From an optimization exercise on the open Yosys and OpenROAD flow, aimed at small area; shortcuts taken in it are not production practice.
The RTL was checked by simulation tests, not by an equivalence proof against the original design.
Power figures rest on the tool's default switching activity, not on a simulated workload.

File: design/flow/design.v
module hdspbus (
    input  wire        clk,
    input  wire        rst,         
    input  wire        cmd_valid,
    output wire        cmd_ready,
    input  wire [31:0] cmd,
    output wire [15:0] status,
    output reg  [7:0]  a_out,
    output reg  [7:0]  d_out,
    output reg         d_oe,
    input  wire [7:0]  d_in,
    output reg  [7:0]  ce_n,
    output reg         wr_n,
    output reg         rd_n
);
    localparam integer NMOD   = 8;
    localparam integer W      = 8;
    localparam integer TW     = NMOD * W;
    localparam integer NCHUNK = (TW + 7) / 8;
    localparam [3:0] N_AS = 4'd1;
    localparam [3:0] N_CW = 4'd1;
    localparam [3:0] N_WP = 4'd10;
    localparam [3:0] N_WH = 4'd1;
    localparam [3:0] N_AH = 4'd1;
    localparam [3:0] N_DZ = 4'd2;
    localparam [3:0] N_RS = 4'd8;
    localparam [7:0] RAT_UDC_ADDR = 8'h20;
    localparam [7:0] RAT_UDC_RAM  = 8'h28;
    localparam [7:0] RAT_CTRL     = 8'h30;
    localparam [7:0] RAT_CHAR     = 8'h38;
    localparam [7:0] RAT_FLASH    = 8'h00;
    localparam [3:0] SP_UDC_ADDR = 4'd0;
    localparam [3:0] SP_UDC_RAM  = 4'd1;
    localparam [3:0] SP_CTRL     = 4'd2;
    localparam [3:0] SP_CHAR     = 4'd3;
    localparam [3:0] SP_FLASH    = 4'd4;
    localparam [3:0] OP_WRREG    = 4'h1;
    localparam [3:0] OP_RDREG    = 4'h2;
    localparam [3:0] OP_WRLOG    = 4'h3;
    localparam [3:0] OP_WRPOS    = 4'h4;
    localparam [3:0] OP_SETBRI   = 4'h5;
    localparam [3:0] OP_SETFLEN  = 4'h6;
    localparam [3:0] OP_SETBLEN  = 4'h7;
    localparam [3:0] OP_SETCLR   = 4'h8;
    localparam [3:0] OP_SELFTEST = 4'h9;
    localparam [3:0] OP_RDTEST   = 4'hA;
    localparam [3:0] OP_LDFMAP   = 4'hB;
    localparam [3:0] OP_FLASHMAP = 4'hC;
    localparam [2:0] E_NONE       = 3'd0;
    localparam [2:0] E_ILLEGAL    = 3'd1;
    localparam [2:0] E_BAD_TARGET = 3'd2;
    localparam [2:0] E_POS_RANGE  = 3'd3;
    localparam [2:0] E_BAD_INDEX  = 3'd4;
    localparam [3:0] PH_IDLE = 4'd0;
    localparam [3:0] PH_W1   = 4'd1;
    localparam [3:0] PH_W2   = 4'd2;
    localparam [3:0] PH_W3   = 4'd3;
    localparam [3:0] PH_W4   = 4'd4;
    localparam [3:0] PH_W5   = 4'd5;
    localparam [3:0] PH_R1   = 4'd6;
    localparam [3:0] PH_R2   = 4'd7;
    localparam [3:0] PH_R3   = 4'd8;
    localparam [3:0] PH_R4   = 4'd9;
    localparam [3:0] PH_R5   = 4'd10;
    localparam [3:0] PH_R6   = 4'd11;
    localparam [3:0] PH_R7   = 4'd12;
    localparam [3:0] PH_R8   = 4'd13;
    localparam [1:0] SEQ_ONE    = 2'd0;    
    localparam [1:0] SEQ_FLASH  = 2'd1;    
    localparam [1:0] SEQ_PERMOD = 2'd2;    
    localparam [NMOD-1:0] ALLMASK = {NMOD{1'b1}};
    reg        errseen;
    reg  [2:0] lasterr;
    reg        tr;
    reg  [7:0] rdata;
    reg  [2:0]      cwg_br;
    reg             cwg_fe;
    reg             cwg_be;
    reg             cwg_cl;
    reg  [NMOD-1:0] streq;
    reg  [TW-1:0] fmap;
    reg  [3:0]      ph;
    reg  [3:0]      cnt;
    reg             cur_rd;      
    reg             cur_test;    
    reg  [NMOD-1:0] cur_mask;    
    reg  [1:0]      seq;         
    reg  [5:0]      seq_idx;     
    wire busy = (ph != PH_IDLE);
    assign cmd_ready = ~busy;
    assign status    = {rdata, 2'b00, tr, lasterr, errseen, busy};
    function [7:0] cw_byte;
        input [2:0] br;
        input       fe;
        input       be;
        input       st;
        input       cl;
        begin
            cw_byte = {cl, st, 1'b0, be, fe, br};
        end
    endfunction
    function [NMOD-1:0] onehot_mod;
        input [7:0] m;
        begin
            onehot_mod = {{(NMOD-1){1'b0}}, 1'b1} << m;
        end
    endfunction
    wire [3:0]  c_op  = cmd[31:28];
    wire [3:0]  c_sp  = cmd[27:24];
    wire [7:0]  c_ts  = cmd[23:16];
    wire [7:0]  c_ad  = cmd[15:8];
    wire [7:0]  c_dt  = cmd[7:0];
    wire [15:0] c_pos = cmd[23:8];
    reg illegal;
    always @(*) begin
        case (c_op)
            OP_WRREG:    illegal = (c_sp != 4'd0);
            OP_RDREG:    illegal = (c_sp != 4'd0) || (c_dt != 8'd0);
            OP_WRLOG:    illegal = (c_sp > 4'd4);
            OP_WRPOS:    illegal = (c_sp != SP_CHAR) && (c_sp != SP_FLASH);
            OP_SETBRI:   illegal = (cmd[27:3] != 25'd0);
            OP_SETFLEN,
            OP_SETBLEN,
            OP_SETCLR:   illegal = (cmd[27:1] != 27'd0);
            OP_SELFTEST: illegal = (c_sp != 4'd0) || (cmd[15:1] != 15'd0);
            OP_RDTEST:   illegal = (c_sp != 4'd0) || (cmd[15:0] != 16'd0);
            OP_LDFMAP:   illegal = (c_sp != 4'd0);
            OP_FLASHMAP: illegal = (cmd[27:0] != 28'd0);
            default:     illegal = 1'b1;
        endcase
    end
    wire ts_single = (c_ts < NMOD);
    wire ts_all    = (c_ts == 8'hFF);
    reg index_ok;
    always @(*) begin
        case (c_sp)
            SP_UDC_ADDR: index_ok = (c_ad == 8'd0);
            SP_UDC_RAM:  index_ok = (c_ad <= 8'd6);
            SP_CTRL:     index_ok = (c_ad == 8'd0);
            SP_CHAR,
            SP_FLASH:    index_ok = (c_ad < W);
            default:     index_ok = 1'b0;
        endcase
    end
    reg [2:0] err;
    always @(*) begin
        err = E_NONE;
        if (illegal) begin
            err = E_ILLEGAL;
        end else begin
            case (c_op)
                OP_WRREG:    if (!(ts_single || ts_all)) err = E_BAD_TARGET;
                OP_RDREG,
                OP_SELFTEST,
                OP_RDTEST:   if (!ts_single) err = E_BAD_TARGET;
                OP_WRLOG: begin
                    if (!(ts_single || ts_all)) err = E_BAD_TARGET;
                    else if (!index_ok)         err = E_BAD_INDEX;
                end
                OP_WRPOS:    if (c_pos >= TW) err = E_POS_RANGE;
                OP_LDFMAP:   if (c_pos >= NCHUNK) err = E_BAD_INDEX;
                default:     err = E_NONE;
            endcase
        end
    end
    reg [7:0] log_addr;
    always @(*) begin
        case (c_sp)
            SP_UDC_ADDR: log_addr = RAT_UDC_ADDR;
            SP_UDC_RAM:  log_addr = RAT_UDC_RAM + c_ad;
            SP_CTRL:     log_addr = RAT_CTRL;
            SP_CHAR:     log_addr = RAT_CHAR + c_ad;
            default:     log_addr = RAT_FLASH + c_ad;
        endcase
    end
    wire [7:0] pos_mod   = c_pos / W;
    wire [7:0] pos_local = c_pos % W;
    wire [7:0] pos_addr  = (c_sp == SP_CHAR) ? (RAT_CHAR + pos_local)
                                             : (RAT_FLASH + pos_local);
    wire [NMOD-1:0] ts_mask = ts_all ? ALLMASK : onehot_mod(c_ts);
    reg  [2:0]      new_br;
    reg             new_fe, new_be, new_cl;
    reg  [NMOD-1:0] new_streq;
    always @(*) begin
        new_br    = cwg_br;
        new_fe    = cwg_fe;
        new_be    = cwg_be;
        new_cl    = cwg_cl;
        new_streq = streq;
        case (c_op)
            OP_SETBRI:   new_br = cmd[2:0];
            OP_SETFLEN:  new_fe = cmd[0];
            OP_SETBLEN:  new_be = cmd[0];
            OP_SETCLR:   new_cl = cmd[0];
            OP_SELFTEST: new_streq[c_ts[2:0]] = cmd[0];
            default: ;
        endcase
    end
    wire streq_uniform = (streq == {NMOD{1'b0}}) || (streq == ALLMASK);
    reg             acc_go;       
    reg             acc_rd;
    reg             acc_test;
    reg  [7:0]      acc_addr;
    reg  [7:0]      acc_data;
    reg  [NMOD-1:0] acc_mask;
    reg  [1:0]      acc_seq;
    always @(*) begin
        acc_go   = 1'b1;
        acc_rd   = 1'b0;
        acc_test = 1'b0;
        acc_addr = 8'd0;
        acc_data = c_dt;
        acc_mask = ts_mask;
        acc_seq  = SEQ_ONE;
        case (c_op)
            OP_WRREG: begin
                acc_addr = c_ad;
            end
            OP_RDREG: begin
                acc_rd   = 1'b1;
                acc_addr = c_ad;
            end
            OP_WRLOG: begin
                acc_addr = log_addr;
            end
            OP_WRPOS: begin
                acc_addr = pos_addr;
                acc_mask = onehot_mod(pos_mod);
            end
            OP_SETBRI, OP_SETFLEN, OP_SETBLEN, OP_SETCLR: begin
                acc_addr = RAT_CTRL;
                if (streq_uniform) begin
                    acc_data = cw_byte(new_br, new_fe, new_be, streq[0], new_cl);
                    acc_mask = ALLMASK;
                end else begin
                    acc_data = cw_byte(new_br, new_fe, new_be, streq[0], new_cl);
                    acc_mask = onehot_mod(8'd0);
                    acc_seq  = SEQ_PERMOD;
                end
            end
            OP_SELFTEST: begin
                acc_addr = RAT_CTRL;
                acc_data = cw_byte(cwg_br, cwg_fe, cwg_be, cmd[0], cwg_cl);
            end
            OP_RDTEST: begin
                acc_rd   = 1'b1;
                acc_test = 1'b1;
                acc_addr = RAT_CTRL;
            end
            OP_LDFMAP: begin
                acc_go = 1'b0;
            end
            OP_FLASHMAP: begin
                acc_addr = RAT_FLASH;
                acc_data = {7'd0, fmap[TW-1]};
                acc_mask = onehot_mod(8'd0);
                acc_seq  = SEQ_FLASH;
            end
            default: acc_go = 1'b0;
        endcase
    end
    wire [5:0] nxt_idx  = seq_idx + 6'd1;
    wire       seq_more = (seq == SEQ_FLASH)  ? (seq_idx != TW - 1) :
                          (seq == SEQ_PERMOD) ? (seq_idx != NMOD - 1) : 1'b0;
    reg  [7:0]      nxt_addr;
    reg  [7:0]      nxt_data;
    reg  [NMOD-1:0] nxt_mask;
    always @(*) begin
        if (seq == SEQ_FLASH) begin
            nxt_addr = RAT_FLASH + (nxt_idx % W);
            nxt_data = {7'd0, fmap[TW-1-nxt_idx]};
            nxt_mask = onehot_mod(nxt_idx / W);
        end else begin
            nxt_addr = RAT_CTRL;
            nxt_data = cw_byte(cwg_br, cwg_fe, cwg_be, streq[nxt_idx[2:0]], cwg_cl);
            nxt_mask = onehot_mod({2'b00, nxt_idx});
        end
    end
    always @(posedge clk) begin
        if (rst) begin
            errseen  <= 1'b0;
            lasterr  <= E_NONE;
            tr       <= 1'b0;
            rdata    <= 8'h00;
            cwg_br   <= 3'd0;
            cwg_fe   <= 1'b0;
            cwg_be   <= 1'b0;
            cwg_cl   <= 1'b0;
            streq    <= {NMOD{1'b0}};
            fmap     <= {TW{1'b0}};
            a_out    <= 8'h00;
            d_out    <= 8'h00;
            d_oe     <= 1'b1;
            ce_n     <= {NMOD{1'b1}};
            wr_n     <= 1'b1;
            rd_n     <= 1'b1;
            ph       <= PH_IDLE;
            cnt      <= 4'd0;
            cur_rd   <= 1'b0;
            cur_test <= 1'b0;
            cur_mask <= {NMOD{1'b0}};
            seq      <= SEQ_ONE;
            seq_idx  <= 6'd0;
        end else if (ph == PH_IDLE) begin
            if (cmd_valid) begin
                lasterr <= err;
                if (err != E_NONE) begin
                    errseen <= 1'b1;
                end else begin
                    cwg_br <= new_br;
                    cwg_fe <= new_fe;
                    cwg_be <= new_be;
                    cwg_cl <= new_cl;
                    streq  <= new_streq;
                    if (c_op == OP_LDFMAP)
                        fmap[c_pos[2:0]*8 +: 8] <= c_dt;
                    if (acc_go) begin
                        cur_rd   <= acc_rd;
                        cur_test <= acc_test;
                        cur_mask <= acc_mask;
                        seq      <= acc_seq;
                        seq_idx  <= 6'd0;
                        a_out    <= acc_addr;
                        if (acc_rd) begin
                            ph <= PH_R1;
                        end else begin
                            ph    <= PH_W1;
                            d_out <= acc_data;
                        end
                        cnt <= N_AS;
                    end
                end
            end
        end else if (cnt > 4'd1) begin
            cnt <= cnt - 4'd1;
        end else begin
            case (ph)
                PH_W1: begin ph <= PH_W2; ce_n <= ~cur_mask;      cnt <= N_CW; end
                PH_W2: begin ph <= PH_W3; wr_n <= 1'b0;           cnt <= N_WP; end
                PH_W3: begin ph <= PH_W4; wr_n <= 1'b1;           cnt <= N_WH; end
                PH_W4: begin ph <= PH_W5; ce_n <= {NMOD{1'b1}};   cnt <= N_AH; end
                PH_R1: begin ph <= PH_R2; d_oe <= 1'b0;           cnt <= N_DZ; end
                PH_R2: begin ph <= PH_R3; ce_n <= ~cur_mask;      cnt <= N_CW; end
                PH_R3: begin ph <= PH_R4; rd_n <= 1'b0;           cnt <= N_RS; end
                PH_R4: begin
                    ph    <= PH_R5;
                    rdata <= d_in;
                    if (cur_test) tr <= d_in[5];
                    cnt   <= 4'd1;
                end
                PH_R5: begin ph <= PH_R6; rd_n <= 1'b1;           cnt <= N_WH; end
                PH_R6: begin ph <= PH_R7; ce_n <= {NMOD{1'b1}};   cnt <= N_DZ; end
                PH_R7: begin ph <= PH_R8; d_oe <= 1'b1;           cnt <= N_AH; end
                default: begin
                    if (seq_more) begin
                        seq_idx  <= nxt_idx;
                        cur_rd   <= 1'b0;
                        cur_test <= 1'b0;
                        cur_mask <= nxt_mask;
                        a_out    <= nxt_addr;
                        d_out    <= nxt_data;
                        ph       <= PH_W1;
                        cnt      <= N_AS;
                    end else begin
                        ph  <= PH_IDLE;
                        cnt <= 4'd0;
                    end
                end
            endcase
        end
    end
endmodule
File: design/flow/run.sh
#!/bin/bash
# synth_recipe.tcl (not shown) runs the flow's synth.tcl, then flattens the netlist and writes it again
# the make line also repeats each setting of config.mk as NAME=value (left out here)
make -C /OpenROAD-flow-scripts/flow DESIGN_CONFIG=/design/flow/config.mk WORK_HOME=/design/flow/orfs CLKGATE_MAP_FILE= SYNTH_SCRIPT=/design/flow/synth_recipe.tcl finish
File: design/flow/config.mk
export PLATFORM = sky130hd
export DESIGN_NAME = hdspbus
export DESIGN_NICKNAME = hdspbus
export VERILOG_FILES = /design/flow/design.v
export SDC_FILE = /design/flow/constraint.sdc
export NUM_CORES = 4
export LEC_CHECK = 0
export CAP_MARGIN = 20
export CORE_MARGIN = 2
export CORE_UTILIZATION = 40
export PLACE_DENSITY = 0.6
export SLEW_MARGIN = 20
File: design/flow/constraint.sdc
create_clock -name core_clock -period 10.0 [get_ports {clk}]
set_input_delay 2.0000 -clock core_clock [delete_from_list [all_inputs] [get_ports {clk}]]
set_output_delay 2.0000 -clock core_clock [all_outputs]
set_load 0.01 [all_outputs]
==> out/qor.txt <==
Placed Cells - 1306
Status - finished clean
Synth Register Bits - 143
Final Cell Area - 10000 um2
Fin crit share - 57.0%
Final WS setup - 4.30 ns
CTS Hold Bufs - 0
Core area - 20900 um2
Root buf cell - clkbuf_16
Die ar. - 22300 um2
Mapped Avg Cell Area - 8.30 um2
Cell Count, Final, Fillers Out - 1338
Clock Sink Count - 143
GP Congestion - 0.926
Final TNS setup - 0 ns
Worst-path fanout max - 15
Psw - 0.626 mW
Syn Inst Count - 1019
Largest net degree at the start of global routing - 68
Drt total wl - 27000 um
Placed inst area - 9390 um2
H-Tree Level Count - 4
Commonest non-fill, non-tap cell in the layout - dfxtp_1
Final Hold Fails - 0
Rel. slew slack - 35.6%
Drt drc - 0
Number of iterations in the first detailed-routing pass - 5
DR WL/cell - 20.2 um
Synth Area in Adders - 2.43%
Post-Synth Simple-Gate Area - 22.9%
Top FF cell, synth - dfxtp_1
Switching fraction of total power - 35.7%
Share of layout cells above drive strength 1 - 9.78%
Vias in the first global route - 7726
RSZ-0062 raised after global routing - no
Proportion of synthesized area in mux cells - 8.99%
CTS resizes - 0
Initial core utilization - 40.5%
Area Growth Syn to Fin - 18.2%
Slew Limit Fails - 0
Global route total overflow - 0
Mapped Area - 8460 um2
Cts bufs inserted - 17
Die width - 149 um
Site Rows - 53
CP endpoint kind - register
Post-synth EDFFs - 0
CP arrival - 5.97 ns
Layout Nets - 1108
Hpwl dp - 19000 um
Ant. Diodes - 0
Hold WS - 0.459 ns
Max Cap Viol - 0
# fillers - 2075
Slew @ Worst Pin - 0.966 ns
Critical Path Start Type - primary input
Routed vias/inst - 6.09
Final ANT Viol Nets - 0
All-Layer GR Usage - 24.3%
Initial antenna violation count - 0
Cell leakage power - 3.41 nW
Logic pwr share - 27.4%
DRT iter0 DRCs - 764
Pwr Density - 176 nW/um2
Post-synth ARST share - 0%
Main combinational cell family by area after synthesis - compound AO/OA/AOI/OAI gates
Most frequent cells in the layout - dfxtp_1 (143), clkdlybuf4s50_1 (83), nand2_1 (78)
WP data required - 10.27 ns
I/O Buffers - 84
Clock tree from TritonCTS - built
Cell internal pwr - 1.13 mW
Setup WS pre-CTS - 3.96 ns
Final setup viols - 0
YS warnings - 1
IO Pins - 87
Fmax - 175 MHz
Die height - 149 um
Routed vias - 8152
Synth Area in Compound Gates - 24.5%
Worst-Skew Late Latency - 0.42 ns
CTS max path bufs - 2
Register area share after synthesis - 33.8%
Worst-path clk slew - 0.06 ns
Critical path type - primary input to register
First-pass GRT wire length - 42700 um
Max VDD drop - 106 uV
Clock Power Share - 37.5%
Post-Synth XOR/XNOR Area - 0.621%
Clock Skews - 0.0106 ns
Fin crit period - 5.70 ns
Sequential Power Share - 35.0%
Worst min-delay path class - register to register
# Post-CTS Setup Buffers - 0
Yosys cell types - 85
## worst max-delay path, cell delays in order
cell and delay (ns):
clkdlybuf4s50_1 0.58, or4_4 0.65, nor4b_4 0.39, a211oi_1 0.16
nor4_2 0.52, nand3_1 0.56, nor3_1 0.95, o32ai_1 0.15
## synth_stat cells, types with 14 or more instances
master	n	area, um2
dfxtp_1	143	2860
a21oi_1	47	235
nor2_1	73	274
nand2_1	78	293
nand3_1	39	195
or3_1	14	87.6
nor4_1	15	93.8
inv_1	57	214
ha_1	14	175
o211ai_1	29	218
o32ai_1	33	289
and3_1	14	87.6
nor3_1	36	180
mux4_2	20	450
o21ai_0	73	365
a211oi_1	14	105
nand4_1	16	100
mux2i_1	22	220
clkbuf_1	66	248
## cells by family after synthesis
group	Yosys count
xor gates and xnor gates	6
AOI/OAI and AO/OA	300
DFF	143
and+or+nand+nor	361
buffers and inverters	142
muxes	50
other	1
adders and majority gates	16
## final cells by class
| cell class | instances | area (um2) | share of cell area [%] |
|---|---|---|---|
| flip-flops and latches | 143 | 2860 | 28.6 |
| clock inverters | 15 | 174 | 1.74 |
| multi-input cells | 735 | 5050 | 50.6 |
| repair buffers | 95 | 921 | 9.21 |
| clock buffers | 17 | 425 | 4.25 |
| inverters | 58 | 218 | 2.18 |
| well taps | 275 | 344 | 3.44 |
## flip-flops by register name, indices dropped and copies added (netlist names), 2 cells and up
name / cells
cur_mask: 8
streq: 8
seq_idx: 6
cnt: 4
cwg_br: 3
seq: 2
a_out: 8
rdata: 8
d_out: 8
ph: 4
lasterr: 3
fmap: 64
ce_n: 8
## power by group through the flow
stage / registers [mW] / clock network (mW) / logic [mW]
floorplan: 0.613 / 0 / 0.316
global placement: 0.628 / 0 / 0.472
detailed placement: 0.628 / 0 / 0.472
CTS: 0.615 / 0.667 / 0.475
global route: 0.619 / 0.691 / 0.519
finish: 0.615 / 0.659 / 0.482
## final timing paths
| kind | startpoint | endpoint | slack [ns] | cells past startpoint |
|---|---|---|---|---|
| worst max register to register | seq_idx[0] | d_out[0] | 6.11 | 9 |
| worst min register to register | cwg_br[1] | cwg_br[1] | 0.46 | 2 |
| worst max-delay path | cmd[12] | fmap[47] | 4.30 | 8 |
| worst min-delay path | cwg_br[1] | cwg_br[1] | 0.46 | 2 |
## metal layers
layer  vias up  GRT usage (%)  wire [um]
li1       3894              -          -
met1      3902           33.5      12200
met2       309           38.3      12300
met3        47           3.69       1670
met4         0           9.62        823
met5         -              0          0
## stage by stage
| step | utilization [%] | power (mW) |
|---|---|---|
| finish | 47.9 | 1.76 |
| detailed placement | 45.0 | 1.10 |
| floorplan | - | 0.930 |
| global placement | 44.9 | 1.10 |
| global route | 47.9 | 1.83 |
| CTS | 47.8 | 1.76 |

-- afterwards: timing with drivers on the ports --
Ports are ideal in the flow. The routed layout listed here was re-timed in OpenROAD. Step 1 sets driving cells, clkbuf_16 on the clock port and buf_2 on the other inputs (assumed; they add their load-dependent delay and slew). Step 2 adds t to the input delays and takes it off the output delays; t is the mean of the earliest and latest rising clock arrival at the registers after step 1. Input paths then give back, and output paths get back, about the clock's delay inside the block. a / b / c = ideal / step 1 / step 2; a / b = the first two.
shift t [ns]: 0.467
setup WS [ns]: 4.300 / 4.321 / 3.854
worst hold slack (ns): 0.459 / 0.459 / 0.459
cell pins on the clock port's net: 1
After both steps setup and hold are still met in this run. For this run, drivers alone change the setup slack by +0.021 ns; drivers and shift together by -0.446 ns.
